This design comes from an exercise in tuning for a short achievable clock period on the open sky130 flow, not from production work.

==> garnet: inputs <==
Design smc, start of the top module:
module smc (
    input             clk,
    input             rst,
    input      [7:2]  bus_addr,
    input             bus_we,
    input             bus_re,
    input      [31:0] bus_wdata,
    output reg [31:0] bus_rdata,
    output            busy,
    output     [4:0]  step,
    output     [4:0]  dir,
    output     [4:0]  en,
    output            tp_start,
    output     [31:0] tp_period,
    output            tp_stop,
    input             tp_tick,
    input             es_pos,
    input             es_neg
);
    localparam [1:0] PH_IDLE = 2'd0, PH_STEP = 2'd1, PH_WAIT = 2'd2;
    localparam [2:0] ACT_NONE = 3'd0, ACT_MV3 = 3'd1, ACT_MVR = 3'd2, ACT_MVE = 3'd3;
    localparam [2:0] RES_NONE = 3'd0, RES_DONE = 3'd1, RES_ABORTED = 3'd2,
                     RES_REJECTED = 3'd3, RES_ILLEGAL = 3'd4;
    localparam [5:0] A_CMD = 6'h00, A_STATUS = 6'h01, A_PERIOD = 6'h02,
                     A_FMASK = 6'h03, A_OUT = 6'h04;
    localparam [5:0] A_REQ0 = 6'h08, A_CUR0 = 6'h10;
    localparam RZ = 3, E = 4;
    reg [159:0] req;         
    reg [159:0] cur;         
    reg [31:0]  period;
    reg [1:0]   fmask;       
    reg [4:0]   out_step;
    reg [4:0]   out_dir;
    reg [4:0]   out_en;
    reg [1:0]   ph;
  ...
Settings: LEC_CHECK=0, ABC_CLOCK_PERIOD_IN_PS=5000, CAP_MARGIN=20, CORE_MARGIN=2, CORE_UTILIZATION=40, PLACE_DENSITY=0.6, SETUP_SLACK_MARGIN=5, SLEW_MARGIN=20; clock period 14.0 ns.
run.sh (not shown) runs the stock make flow with config.mk's settings and CLKGATE_MAP_FILE= SYNTH_SCRIPT=/design/flow/synth_recipe.tcl, a recipe that flattens the netlist after the stock synthesis.
==> inputs of yarrow, as changes to garnet <==
--- a/flow/design.v
+++ b/flow/design.v
@@ -39,20 +39,19 @@
     reg         tick, tprun;
     reg [31:0]  tpper;
     reg         tp_start_q, tp_stop_q;
     reg [159:0] dabs;        
     reg [4:0]   dzero;       
     reg         first;       
     reg         upd;         
     reg [2:0]   dom;         
-    reg [31:0]  dm;          
-    reg [101:0] acc;         
-    reg [31:0]  cnt;         
-    reg         zero;        
+    reg [203:0] acc;         
+    reg [159:0] cnt;         
+    reg [4:0]   zf;          
     assign busy      = (ph != PH_IDLE);
     assign step      = out_step;
     assign dir       = out_dir;
     assign en        = out_en;
     assign tp_start  = tp_start_q;
     assign tp_stop   = tp_stop_q;
     assign tp_period = tpper;
     wire [31:0] status = {17'd0, act, ph, tick, tprun, esn, esp, cal, err, result, busy};
@@ -95,53 +94,68 @@
     endgenerate
     wire [31:0] dx = dabs[0  +: 32];
     wire [31:0] dy = dabs[32 +: 32];
     wire [31:0] dz = dabs[64 +: 32];
     wire ge_xy = dx >= dy;
     wire ge_xz = dx >= dz;
     wire ge_yz = dy >= dz;
     wire [2:0] dom_i = (ge_xy && ge_xz) ? 3'b001 : ge_yz ? 3'b010 : 3'b100;
-    wire [31:0] dm_i = dom_i[0] ? dx : dom_i[1] ? dy : dz;
-    wire [33:0] two_x = {1'b0, dx, 1'b0};
-    wire [33:0] two_y = {1'b0, dy, 1'b0};
-    wire [33:0] two_z = {1'b0, dz, 1'b0};
-    wire [33:0] p_xy = two_x - {2'b00, dy};
-    wire [33:0] p_xz = two_x - {2'b00, dz};
-    wire [33:0] p_yx = two_y - {2'b00, dx};
-    wire [33:0] p_yz = two_y - {2'b00, dz};
-    wire [33:0] p_zx = two_z - {2'b00, dx};
-    wire [33:0] p_zy = two_z - {2'b00, dy};
-    wire [33:0] a0_i = dom_i[0] ? {2'b00, dx} : dom_i[1] ? p_xy : p_xz;
-    wire [33:0] a1_i = dom_i[0] ? p_yx : dom_i[1] ? {2'b00, dy} : p_yz;
-    wire [33:0] a2_i = dom_i[0] ? p_zx : dom_i[1] ? p_zy : {2'b00, dz};
-    wire [101:0] acc_i = {a2_i, a1_i, a0_i};
-    wire [2:0] tm_first = dom_i | {~a2_i[33], ~a1_i[33], ~a0_i[33]};
-    wire [2:0] tm_next  = dom   | {~acc[101], ~acc[67], ~acc[33]};
+    wire [203:0] p_init;
+    wire [203:0] acc_upd;
+    genvar q;
+    generate
+        for (q = 0; q < 6; q = q + 1) begin : g_pair
+            localparam integer PI = q / 2;
+            localparam integer PJ = (q == 0) ? 1 : (q == 1) ? 2 : (q == 2) ? 0 :
+                                    (q == 3) ? 2 : (q == 4) ? 0 : 1;
+            wire [33:0] two_di = {1'b0, dabs[32*PI +: 32], 1'b0};
+            wire [33:0] two_dj = {1'b0, dabs[32*PJ +: 32], 1'b0};
+            wire [33:0] a      = acc[34*q +: 34];
+            assign p_init[34*q +: 34]  = two_di - {2'b00, dabs[32*PJ +: 32]};
+            assign acc_upd[34*q +: 34] = a + two_di - (a[33] ? 34'd0 : two_dj);
+        end
+    endgenerate
+    wire [5:0] s_init, s_next;
+    generate
+        for (q = 0; q < 6; q = q + 1) begin : g_sign
+            assign s_init[q] = ~p_init[34*q+33];
+            assign s_next[q] = ~acc[34*q+33];
+        end
+    endgenerate
+    wire [2:0] tm_first = dom_i | {(dom_i[0] & s_init[4]) | (dom_i[1] & s_init[5]),
+                                   (dom_i[0] & s_init[2]) | (dom_i[2] & s_init[3]),
+                                   (dom_i[1] & s_init[0]) | (dom_i[2] & s_init[1])};
+    wire [2:0] tm_next  = dom   | {(dom[0] & s_next[4]) | (dom[1] & s_next[5]),
+                                   (dom[0] & s_next[2]) | (dom[2] & s_next[3]),
+                                   (dom[1] & s_next[0]) | (dom[2] & s_next[1])};
     wire [2:0] tm3      = first ? tm_first : tm_next;
+    wire zero_sel = (act == ACT_MV3) ? |(dom & zf[2:0]) :
+                    (act == ACT_MVR) ? zf[RZ] : zf[E];
     wire mv_done = first ? ((act == ACT_MV3) ? &dzero[2:0] :
                             (act == ACT_MVR) ? dzero[RZ] : dzero[E])
-                         : zero;
+                         : zero_sel;
     wire [3:0] op  = bus_wdata[3:0];
     wire [4:0] axm = bus_wdata[8:4];
     wire cmd_illegal = (|bus_wdata[31:9]) ||
                        (op != 4'h4 && axm != 5'd0) ||
                        (op == 4'h0) || (op >= 4'h8);
     reg [159:0] req_n, cur_n;
     reg [31:0]  period_n, tpper_n;
     reg [1:0]   fmask_n;
     reg [4:0]   out_step_n, out_dir_n, out_en_n;
     reg [1:0]   ph_n;
     reg [2:0]   act_n, result_n;
     reg         err_n, cal_n, esp_n, esn_n, tick_n, tprun_n;
     reg         tp_start_n, tp_stop_n;
     reg         first_n, upd_n, zero_n;
     reg [2:0]   dom_n;
-    reg [31:0]  dm_n, cnt_n;
-    reg [101:0] acc_n;
+    reg [159:0] cnt_n;
+    reg [4:0]   zf_n;
+    reg [203:0] acc_n;
     integer     i;
     always @* begin
         req_n      = req;
         cur_n      = cur;
         period_n   = period;
         tpper_n    = tpper;
         fmask_n    = fmask;
         out_step_n = out_step;
@@ -156,26 +170,25 @@
         esn_n      = esn;
         tick_n     = tick;
         tprun_n    = tprun;
         tp_start_n = 1'b0;
         tp_stop_n  = 1'b0;
         first_n    = first;
         upd_n      = 1'b0;
         dom_n      = dom;
-        dm_n       = dm;
         cnt_n      = cnt;
-        zero_n     = zero;
+        zf_n       = zf;
         acc_n      = acc;
         if (upd) begin
-            cnt_n  = cnt - 32'd1;
-            zero_n = (cnt == 32'd1);
-            for (i = 0; i < 3; i = i + 1)
-                acc_n[34*i +: 34] = acc[34*i +: 34] + {1'b0, dabs[32*i +: 32], 1'b0}
-                                    - (acc[34*i+33] ? 34'd0 : {1'b0, dm, 1'b0});
+            for (i = 0; i < 5; i = i + 1) begin
+                cnt_n[32*i +: 32] = cnt[32*i +: 32] - 32'd1;
+                zf_n[i]           = (cnt[32*i +: 32] == 32'd1);
+            end
+            acc_n = acc_upd;
         end
         if (ph == PH_IDLE) begin
             if (bus_we) begin
                 case (bus_addr)
                     A_PERIOD: period_n = bus_wdata;
                     A_FMASK:  fmask_n  = bus_wdata[1:0];
                     A_OUT: begin
                         out_step_n = bus_wdata[4:0];
@@ -277,20 +290,18 @@
                     if (act == ACT_MV3)
                         out_step_n[2:0] = out_step[2:0] ^ tm3;
                     else if (act == ACT_MVR)
                         out_step_n[RZ] = ~out_step[RZ];
                     else
                         out_step_n[E] = ~out_step[E];
                     if (first) begin
                         dom_n = dom_i;
-                        dm_n  = dm_i;
-                        acc_n = acc_i;
-                        cnt_n = (act == ACT_MV3) ? dm_i :
-                                (act == ACT_MVR) ? dabs[32*RZ +: 32] : dabs[32*E +: 32];
+                        acc_n = p_init;
+                        cnt_n = dabs;
                     end
                     first_n = 1'b0;
                     upd_n   = 1'b1;
                     ph_n    = PH_WAIT;
                 end
             end
         end
         if (tp_tick && tprun_n)
@@ -327,20 +338,19 @@
             esn        <= 1'b0;
             tick       <= 1'b0;
             tprun      <= 1'b0;
             tp_start_q <= 1'b0;
             tp_stop_q  <= 1'b0;
             first      <= 1'b0;
             upd        <= 1'b0;
             dom        <= 3'd0;
-            dm         <= 32'd0;
-            acc        <= 102'd0;
-            cnt        <= 32'd0;
-            zero       <= 1'b0;
+            acc        <= 204'd0;
+            cnt        <= 160'd0;
+            zf         <= 5'd0;
         end else begin
             req        <= req_n;
             cur        <= cur_n;
             period     <= period_n;
             tpper      <= tpper_n;
             fmask      <= fmask_n;
             out_step   <= out_step_n;
             out_dir    <= out_dir_n;
@@ -354,15 +364,14 @@
             esn        <= esn_n;
             tick       <= tick_n;
             tprun      <= tprun_n;
             tp_start_q <= tp_start_n;
             tp_stop_q  <= tp_stop_n;
             first      <= first_n;
             upd        <= upd_n;
             dom        <= dom_n;
-            dm         <= dm_n;
             acc        <= acc_n;
             cnt        <= cnt_n;
-            zero       <= zero_n;
+            zf         <= zf_n;
         end
     end
 endmodule
==> flow/flow/run.sh (new file) <==
#!/bin/bash
set -euo pipefail
cd "$(dirname "$0")/.."
bash standard.sh SETUP_SLACK_MARGIN=8 finish > make_finish.log 2>&1
==> flow/standard.sh (new file) <==
#!/bin/bash
# synth_recipe.tcl (not shown) runs the flow's synth.tcl, then flattens the netlist and writes it again
# the make line also repeats each setting of config.mk as NAME=value (left out here)
make -C /OpenROAD-flow-scripts/flow DESIGN_CONFIG=/design/flow/config.mk WORK_HOME=/design/flow/orfs CLKGATE_MAP_FILE= SYNTH_SCRIPT=/design/flow/synth_recipe.tcl "${@:-finish}"
ABC_CLOCK_PERIOD_IN_PS = unset   (was 5000)
SETUP_SLACK_MARGIN = unset   (was 5)
removed: flow/run.sh
==> results by group <==
Run status
  – Outcome: finished clean

Cells and area
  – Non-filler cells, final: 13,370
  – Reg area: 0.01900 mm^2
  – Multi-In Gates: 8,068
  – Fill cells: 19,940
  – Clock network share of area: 0.04558

Synth
  – Sequential area share after synthesis: 0.2356
  – Cell count after synthesis: 10,620

Floorplanning
  – Die Span Y: 453 um
  – DIE AREA: 0.2052 mm^2
  – Row cnt: 164

Critical path
  – Crit-path cells: buf_12, buf_12, or2_4, buf_12, nor3_4, and3_4, buf_12, buf_16, a22oi_2, and3_4, a31oi_4, buf_6

Placement
  – Dpl ws: 4385 ps
The numbers above come from yarrow.

==> results by group <==
Placement
  – Dpl ws: 4380 ps

Synth
  – Cell count after synthesis: 8,467
  – Sequential area share after synthesis: 0.2365

Cells and area
  – Non-filler cells, final: 10,530
  – Multi-In Gates: 6,473
  – Reg area: 0.01502 mm^2
  – Fill cells: 15,860
  – Clock network share of area: 0.04642

Critical path
  – Crit-path cells: clkdlybuf4s50_1, nor2_1, nand2_1, nor2_4, a22oi_1, nand2_1, a221oi_1, a31oi_1, clkdlybuf4s50_1

Floorplanning
  – Row cnt: 146

Run status
  – Outcome: finished clean
The numbers above come from garnet.

No functional check of the RTL was part of any run of this note.

separate check: timing with driven ports:
In the flow no input, the clock included, has a driving cell. The finished layouts below were timed again as built, in two steps.
Step 1 assumes that a clkbuf_16 drives the clock port and a buf_2 every other input.
Step 2 also shifts input and output timing later by t, the mid clock arrival at the registers, as if the neighbouring blocks saw the same clock.
Three values: ideal ports, drivers, drivers and shift; two values: the first two.
run	shift t [ns]	setup slack, ns	clock arrival spread, ns
garnet	0.805	4.973 / 4.942 / 4.942	0.054 / 0.054
yarrow	0.911	6.309 / 6.263 / 6.263	0.072 / 0.072
After both steps every run listed still meets setup and hold. For yarrow, which loses most, drivers alone change the setup slack by -0.046 ns; drivers and shift together by -0.046 ns.
